This design comes from an exercise in tuning for small area, a short achievable clock period and few clock cycles on the open sky130 flow, not from production work.
In this exercise RTL edits were held to simulation tests only and were not proved equivalent to the original.

File: flow/design.v
module rsdec (
    input  wire        clk,
    input  wire        rst,
    input  wire        in_valid,
    input  wire [7:0]  in_data,
    input  wire        in_last,
    output wire        in_ready,
    output wire        res_valid,
    input  wire        res_ready,
    output wire        res_fail,
    output wire [3:0]  res_nerr,
    output wire [79:0] res_pos,
    output wire [79:0] res_val
);
    localparam NSYM = 20;
    localparam T    = 10;
    function [7:0] gf_mul(input [7:0] a, input [7:0] b);
        integer k;
        reg [7:0] p, aa;
        begin
            p  = 8'h00;
            aa = a;
            for (k = 0; k < 8; k = k + 1) begin
                if (b[k]) p = p ^ aa;
                aa = aa[7] ? ((aa << 1) ^ 8'h1D) : (aa << 1);
            end
            gf_mul = p;
        end
    endfunction
    function [7:0] gf_pow(input integer e);
        integer k;
        reg [7:0] p;
        begin
            p = 8'h01;
            for (k = 0; k < e; k = k + 1)
                p = p[7] ? ((p << 1) ^ 8'h1D) : (p << 1);
            gf_pow = p;
        end
    endfunction
    function [3:0] m16(input [3:0] a, input [3:0] b);
        reg [6:0] p;
        integer i;
        begin
            p = 7'd0;
            for (i = 0; i < 4; i = i + 1) if (b[i]) p = p ^ ({3'd0, a} << i);
            for (i = 6; i > 3; i = i - 1) if (p[i]) p = p ^ (7'h13 << (i - 4));
            m16 = p[3:0];
        end
    endfunction
    function [3:0] i16(input [3:0] a);
        integer k;
        begin
            i16 = 4'd0;
            for (k = 1; k < 16; k = k + 1) if (m16(a, k) == 4'd1) i16 = k;
        end
    endfunction
    function [7:0] gf_inv(input [7:0] x);
        reg [7:0] t, u;
        reg [3:0] a1, a0, dd, di;
        begin
            t[0] = x[0] ^ x[1] ^ x[2] ^ x[3] ^ x[4] ^ x[6] ^ x[7];
            t[1] = x[2] ^ x[3] ^ x[6] ^ x[7];
            t[2] = x[2] ^ x[4] ^ x[6];
            t[3] = x[3] ^ x[4] ^ x[5] ^ x[6];
            t[4] = x[4] ^ x[7];
            t[5] = x[1] ^ x[3] ^ x[4];
            t[6] = x[2] ^ x[5] ^ x[6];
            t[7] = x[5];
            a1 = t[7:4];
            a0 = t[3:0];
            dd = m16(a0, a0) ^ m16(a0, a1) ^ m16(4'd8, m16(a1, a1));
            di = i16(dd);
            u  = {m16(a1, di), m16(a0 ^ a1, di)};
            gf_inv[0] = u[0] ^ u[2] ^ u[4] ^ u[5];
            gf_inv[1] = u[1] ^ u[4] ^ u[5] ^ u[6] ^ u[7];
            gf_inv[2] = u[1] ^ u[3] ^ u[4] ^ u[7];
            gf_inv[3] = u[1] ^ u[2] ^ u[4];
            gf_inv[4] = u[2] ^ u[6] ^ u[7];
            gf_inv[5] = u[7];
            gf_inv[6] = u[1] ^ u[3] ^ u[4] ^ u[6];
            gf_inv[7] = u[2] ^ u[4] ^ u[6] ^ u[7];
        end
    endfunction
    integer k;
    reg        rdy;               
    reg        iv, il;            
    reg  [7:0] id;
    reg        a_first;           
    reg        a_full;            
    reg  [7:0] nb;                
    reg  [7:0] S [0:NSYM-1];      
    wire in_fire = in_valid & rdy;
    assign in_ready = rdy;
    localparam D_IDLE  = 3'd0;    
    localparam D_DISC  = 3'd1;    
    localparam D_UPD   = 3'd2;    
    localparam D_OMEGA = 3'd3;    
    localparam D_WAITC = 3'd4;    
    localparam D_CHIEN = 3'd5;    
    localparam D_FIN   = 3'd6;    
    reg  [2:0] ds;
    reg  [4:0] r;                 
    reg  [4:0] L;
    reg  [7:0] lam [1:T];         
    reg  [7:0] bb  [0:T-1];       
    reg  [7:0] d;                 
    reg  [7:0] binv;              
    reg  [7:0] c;                 
    reg  [3:0] found;
    reg        root_r;
    reg        succ;
    reg        rv, rf;
    reg  [3:0] rn;
    reg  [7:0] rpos [0:T-1];
    reg  [7:0] rval [0:T-1];
    assign res_valid = rv;
    assign res_fail  = rf;
    assign res_nerr  = rn;
    genvar gi;
    generate
        for (gi = 0; gi < T; gi = gi + 1) begin : g_res
            assign res_pos[8*gi +: 8] = rpos[gi];
            assign res_val[8*gi +: 8] = rval[gi];
        end
    endgenerate
    wire st_idle  = (ds == D_IDLE);
    wire st_disc  = (ds == D_DISC);
    wire st_upd   = (ds == D_UPD);
    wire st_omega = (ds == D_OMEGA);
    wire st_waitc = (ds == D_WAITC);
    wire st_chien = (ds == D_CHIEN);
    wire st_fin   = (ds == D_FIN);
    wire [7:0] q  = gf_mul(d, binv);
    wire [7:0] qc = st_chien ? 8'h01 : q;
    wire       sel_ring = st_disc | st_omega;
    wire       sel_bb   = st_upd | st_chien;
    reg  [7:0] mo [1:T];
    reg  [7:0] dsum;
    integer j;
    always @* begin
        dsum = st_chien ? 8'h00 : S[0];
        for (j = 1; j <= T; j = j + 1) begin
            mo[j] = gf_mul(((st_disc | (st_omega & (j <= r))) ? lam[j] : 8'h00) |
                           (sel_bb ? bb[j-1] : 8'h00),
                           sel_ring ? S[NSYM - j] : qc);
            dsum = dsum ^ mo[j];
        end
    end
    reg [7:0] lsum, osum;
    always @* begin
        lsum = 8'h00;
        osum = 8'h00;
        for (j = 1; j <= T; j = j + 1) begin
            lsum = lsum ^ lam[j];
            if (j % 2 == 1) osum = osum ^ lam[j];
        end
    end
    wire       is_root = (lsum == 8'h01);
    wire [7:0] inv_o   = gf_inv(st_chien ? osum : d);
    wire       change  = (d != 8'h00) && ({L, 1'b0} <= {1'b0, r});
    wire       out_free = !rv | res_ready;
    wire [3:0] found_n = found + {3'd0, is_root};
    wire       c_stop  = (is_root && (found_n == L[3:0])) || (c == 8'd1);
    always @(posedge clk) begin
        iv <= in_fire & ~rst;
        id <= in_data;
        il <= in_last;
        if (rst)
            rdy <= 1'b1;
        else if (in_fire & in_last)
            rdy <= 1'b0;
        else if (st_omega && r == T - 1)
            rdy <= 1'b1;
        if (rst) begin
            a_first <= 1'b1;
            a_full  <= 1'b0;
        end else begin
            if (iv) begin
                a_first <= il;
                if (il) a_full <= 1'b1;
            end
            if (st_omega && r == T - 1) a_full <= 1'b0;
        end
        if (iv) begin
            for (k = 0; k < NSYM; k = k + 1)
                S[k] <= (a_first ? 8'h00 : gf_mul(S[k], gf_pow(k))) ^ id;
            nb <= a_first ? 8'd1 : nb + 8'd1;
        end else if (st_upd | st_omega) begin
            for (k = 0; k < NSYM; k = k + 1) S[k] <= S[(k + 1) % NSYM];
        end
        d <= dsum;
        if (st_idle)
            binv <= 8'h01;
        else if ((st_upd & change) | st_chien)
            binv <= inv_o;
        for (k = 1; k <= T; k = k + 1) begin
            if (st_idle)
                lam[k] <= 8'h00;
            else if (st_upd)
                lam[k] <= lam[k] ^ mo[k];
            else if (st_chien)
                lam[k] <= gf_mul(lam[k], gf_pow(255 - k));
        end
        for (k = 0; k < T; k = k + 1) begin
            if (st_idle)
                bb[k] <= (k == 0) ? 8'h01 : 8'h00;
            else if (st_upd & change)
                bb[k] <= (k == 0) ? 8'h01 : lam[k];
            else if (st_upd | st_omega)
                bb[k] <= (k == 0) ? (st_omega ? dsum : 8'h00) : bb[k-1];
            else if (st_chien)
                bb[k] <= gf_mul(bb[k], gf_pow((255 - (T - 1 - k)) % 255));
        end
        if (st_idle) begin
            L <= 5'd0;
            r <= 5'd0;
        end else if (st_upd) begin
            if (change) L <= r + 5'd1 - L;
            r <= (r == NSYM - 1) ? 5'd0 : r + 5'd1;
        end else if (st_omega) begin
            r <= r + 5'd1;
        end
        if (st_idle & a_full)
            c <= nb;
        else if (st_chien)
            c <= c - 8'd1;
        if (st_waitc)
            found <= 4'd0;
        else if (st_chien)
            found <= found_n;
        root_r <= st_chien & is_root;
        if (st_chien) succ <= (found_n == L[3:0]);
        if ((st_waitc & out_free) | (st_fin & ~succ)) begin
            for (k = 0; k < T; k = k + 1) begin
                rpos[k] <= 8'h00;
                rval[k] <= 8'h00;
            end
        end else if (root_r) begin
            rpos[0] <= c;
            rval[0] <= q;
            for (k = 1; k < T; k = k + 1) begin
                rpos[k] <= rpos[k-1];
                rval[k] <= rval[k-1];
            end
        end
        if (rst) begin
            ds <= D_IDLE;
            rv <= 1'b0;
        end else begin
            if (rv & res_ready) rv <= 1'b0;
            case (ds)
                D_IDLE:  if (a_full) ds <= D_UPD;
                D_DISC:  ds <= D_UPD;
                D_UPD:   ds <= (r == NSYM - 1) ? D_OMEGA : D_DISC;
                D_OMEGA: if (r == T - 1) ds <= D_WAITC;
                D_WAITC: if (out_free) begin
                    if (c < NSYM || L > T || L == 5'd0) begin
                        rv <= 1'b1;
                        rf <= (L != 5'd0) || (c < NSYM);
                        rn <= 4'd0;
                        ds <= D_IDLE;
                    end else begin
                        ds <= D_CHIEN;
                    end
                end
                D_CHIEN: if (c_stop) ds <= D_FIN;
                D_FIN: begin
                    rv <= 1'b1;
                    rf <= ~succ;
                    rn <= succ ? L[3:0] : 4'd0;
                    ds <= D_IDLE;
                end
                default: ds <= D_IDLE;
            endcase
        end
    end
endmodule
File: flow/constraint.sdc
create_clock -name core_clock -period 18.0 [get_ports {clk}]
set_input_delay 3.6000 -clock core_clock [delete_from_list [all_inputs] [get_ports {clk}]]
set_output_delay 3.6000 -clock core_clock [all_outputs]
set_load 0.01 [all_outputs]
File: flow/config.mk
export PLATFORM = sky130hd
export DESIGN_NAME = rsdec
export DESIGN_NICKNAME = rsdec
export VERILOG_FILES = /design/flow/design.v
export SDC_FILE = /design/flow/constraint.sdc
export NUM_CORES = 4
export LEC_CHECK = 0
export CAP_MARGIN = 20
export CORE_MARGIN = 2
export CORE_UTILIZATION = 30
export PLACE_DENSITY = 0.45
export SLEW_MARGIN = 20
File: flow/run.sh
#!/bin/bash
# synth_recipe.tcl (not shown) runs the flow's synth.tcl, then flattens the netlist and writes it again
# the make line also repeats each setting of config.mk as NAME=value (left out here)
make -C /OpenROAD-flow-scripts/flow DESIGN_CONFIG=/design/flow/config.mk WORK_HOME=/design/flow/orfs CLKGATE_MAP_FILE= SYNTH_SCRIPT=/design/flow/synth_recipe.tcl finish
==> flow_summary_export.csv <==
group,metric,value,unit
final_layout,ff_latch_area,0.0129,mm²
setup_path,setup.worst_path.end_class,"flip-flop",
logic_synthesis,netlist_top_cells_count,"1,245 x xnor2_1, 935 x nor2_1, 639 x nand2_1, 479 x clkbuf_1, 443 x a21oi_1",
global_route,grt_max_degree,209,
floorplanning,fp.coreArea,0.163,mm²
placement,hpwl,127,mm
logic_synthesis,post-synth-top-count-cell,"xnor2_1",
cts,cts_tree,"done",
sta,finalCritPeriodShare,0.474,
logic_synthesis,seq_area_frac_synth,0.262,
setup_path,crit_fanout,54,
min_path,hold_path_class,"flip-flop to flip-flop",
cts,cts.repair.resized,0,
logic_synthesis,synth_top_cell_area_share,0.222,
job,drv_cap,0,
setup_path,critPathKind,"flip-flop to flip-flop",
global_route,overflow,0,
logic_synthesis,yosys-top-cells-area,"xnor2_1 22%, dfxtp_1 15%, edfxtp_1 11%",
floorplanning,die-area,0.167,mm²
sta,tightest_slew,1180,ps
floorplanning,die_h,408,µm
sta,slew_violations,0,
logic_synthesis,ys_warn_count,7,
floorplanning,dieWidth,408,µm
drt,initialDrtViolationCount,3874,
logic_synthesis,synthArstFlopShare,0,
floorplanning,std_cell_rows,148,
logic_synthesis,avgSynthCellArea,7.79,µm²
sta,fmax,117,MHz
global_route,grt_first_pass_wirelength,272,mm
cts,cts_root_buf,"clkbuf_16",
cts,clkTransAtPathRegs,70,ps
cts,clkLatencyLatePin,700,ps
sta,finalCriticalPeriod,8540,ps
placement,io_buffers,179,
cts,numCtsBuffers,74,
sta,hold_violations,0,
setup_path,cp.arrival,9110,ps
cts,htreeDepth,3,
global_route,grt_pass1_vias,41000,
sta,rsz0062_at_grt,"false",
outcome,status,"finished clean",
sta,slew_headroom,0.211,
drt,viasPerCell,5.21,
logic_synthesis,synth_edf_count,182,
logic_synthesis,ys_types,95,
cts,clock_sinks,550,
global_route,antenna_found_initial,3,
drt,avgRoutedWirePerCell,21.6,µm
floorplanning,ios,180,
global_route,track_usage,0.210,
drt,drc_errors,0,
logic_synthesis,synth_area_leader_cell,"xnor2_1",
drt,vias,43500,
setup_path,crit_path_start_kind,"flip-flop",
final_layout,drive_gt1_frac,0.0506,
logic_synthesis,synth_nets,6329,
logic_synthesis,syn_area,0.0490,mm²
drt,ant_nets,0,
final_layout,num-fill-cells,17400,
cts,cts_hold_buffers,0,
final_layout,fin_nets,6157,
final_layout,area_growth,12.4,%
sta,fin_skew,44.3,ps
floorplanning,initial_utilization,0.302,
logic_synthesis,synth-main-ff-cell,"dfxtp_1",
sta,setup_viol,0,
final_layout,final_util,0.339,
drt,wl,181,mm
drt,first_pass_iters,5,
placement,place_congestion,0.865,
logic_synthesis,ys_ff_latch,550,
logic_synthesis,synthCells,6293,
final_layout,multi_input_area,0.0341,mm²
setup_path,critical_path_required,18570,ps
sta,setup_tns,0,ps
setup_path,r2r_setup_slack,9460,ps
cts,clock_path_buffers,3,
cts,cts_setup_buffers,0,
-- stage by stage --
stage / instance area, µm² / hold WS [ps] / cells / worst slack, ps
6_report: 55100 / 462 / 8358 / 9460
5_1_grt: 55100 / 510 / 8355 / 8910
2_1_floorplan: 49000 / 436 / 6293 / 11320
4_1_cts: 55100 / 465 / 8354 / 9580
3_3_place_gp: 52400 / 449 / 8219 / 9580
3_5_place_dp: 52400 / 456 / 8219 / 9640
-- worst max-delay path, cell delays in order, from the launching register on --
cell and delay (ps):
dfxtp_4 740, nand3b_1 230, buf_4 670, nand2_1 190
nand2_1 410, ha_1 280, xor2_2 160, xnor3_1 430
and3_4 220, or3b_1 550, nand2_1 230, inv_1 90
ha_1 560, xnor3_1 490, mux2i_1 190, a41oi_1 230
nand4_1 540, a21oi_1 660, a211oi_2 170, xnor2_2 280
xnor3_1 500, xnor3_1 380, nor2_1 110, nor2_1 60
-- final cells by class --
cell class | count | share of cell area
Multi-Input combinational cell | 5162 | 0.618
Sequential cell | 550 | 0.233
Tap cell | 2175 | 0.0494
Inverter | 47 | 0.00322
Clock inverter | 38 | 0.0106
Clock buffer | 97 | 0.0379
Timing Repair Buffer | 286 | 0.0475
Antenna cell | 3 | 0.000136
-- cell families (layout without fill, tap and decap cells) --
logic type               Yosys count  in the layout  share of synthesized area
AO/OA/AOI/OAI                   1310           1310                      0.169
other                              0              3                          0
adder cells (fa/ha/maj)           23             23                    0.00602
AND/OR/NAND/NOR                 1978           1978                      0.169
flip-flops                       550            550                      0.262
multiplexers                     179            179                     0.0367
XOR/XNOR                        1672           1672                      0.312
buffers and inverters            581            468                     0.0460
-- sequential cells by signal, indices dropped and copies added (netlist names), 3 cells and up --
| signal | cells |
|---|---|
| L | 5 |
| ds | 3 |
| r | 5 |
| rn | 4 |
| c | 8 |
| found | 4 |
| nb | 8 |
| S | 160 |
| lam | 80 |
| bb | 80 |
| rval | 80 |
| id | 8 |
| rpos | 80 |
| d | 8 |
| binv | 8 |
-- worst paths after layout --
check | from | end | depth (start not counted)
worst max register to register | ds[1] | binv[0] | 23
worst max-delay path | ds[1] | binv[0] | 23
worst min register to register | found[0] | found[0] | 2
worst min-delay path | found[0] | found[0] | 2
-- per-layer routing --
| layer | GRT usage | share of wire | vias to the layer above |
|---|---|---|---|
| li1 | - | - | 20900 |
| met5 | 0 | 0 | - |
| met3 | 0.0285 | 0.062 | 208 |
| met1 | 0.301 | 0.47 | 21100 |
| met4 | 0.0580 | 0.026 | 0 |
| met2 | 0.328 | 0.44 | 1330 |
-- cell usage in the layout (no fill, tap or decap), types with 17 or more instances in the layout --
cell type	Yosys	layout
a211oi_1	27	26
a22oi_1	75	75
xnor3_1	33	33
a31oi_1	23	23
o22ai_1	59	59
nand2_1	639	636
a22o_1	68	68
mux2i_1	174	174
dfxtp_1	368	354
a311oi_1	31	31
inv_1	42	42
xnor2_1	1245	1245
nor2b_1	60	60
o21ai_1	36	39
clkdlybuf4s50_1	0	179
a21oi_1	443	442
nand2b_1	30	27
nor3_1	125	124
xor2_1	377	377
o211ai_1	101	101
a221oi_1	17	17
and3_1	17	17
a221o_1	18	18
o21ai_0	255	245
clkbuf_16	0	75
o21a_1	49	49
ha_1	22	22
edfxtp_1	182	182
nor2_1	935	933
buf_4	3	104
nand3_1	73	73
Testbench counts, summed over its fixed seeds: cycles 38,595.

[separate check: timing with driven ports]
The results above use ideal ports. As a check the final layout listed here was re-extracted and re-timed, cells and wires unchanged.
Step 1 assumes that a clkbuf_16 drives the clock port and a buf_2 every other input.
Step 2 times the ports against the registers' clock, not the clock port: input delays grow and output delays shrink by t, the midpoint of the rising clock arrivals with the driver on.
Slacks: ideal ports / drivers / drivers and shift; pairs: ideal ports / drivers.
shift t [ns]: 0.770
setup slack, ns: 9.465 / 9.465 / 9.465
worst setup path after step 2: register to register
worst slew at a driven data input, ns: 0.08
After both steps setup and hold are still met in this run. For this run, drivers alone change the setup slack by 0.000 ns; drivers and shift together by 0.000 ns.
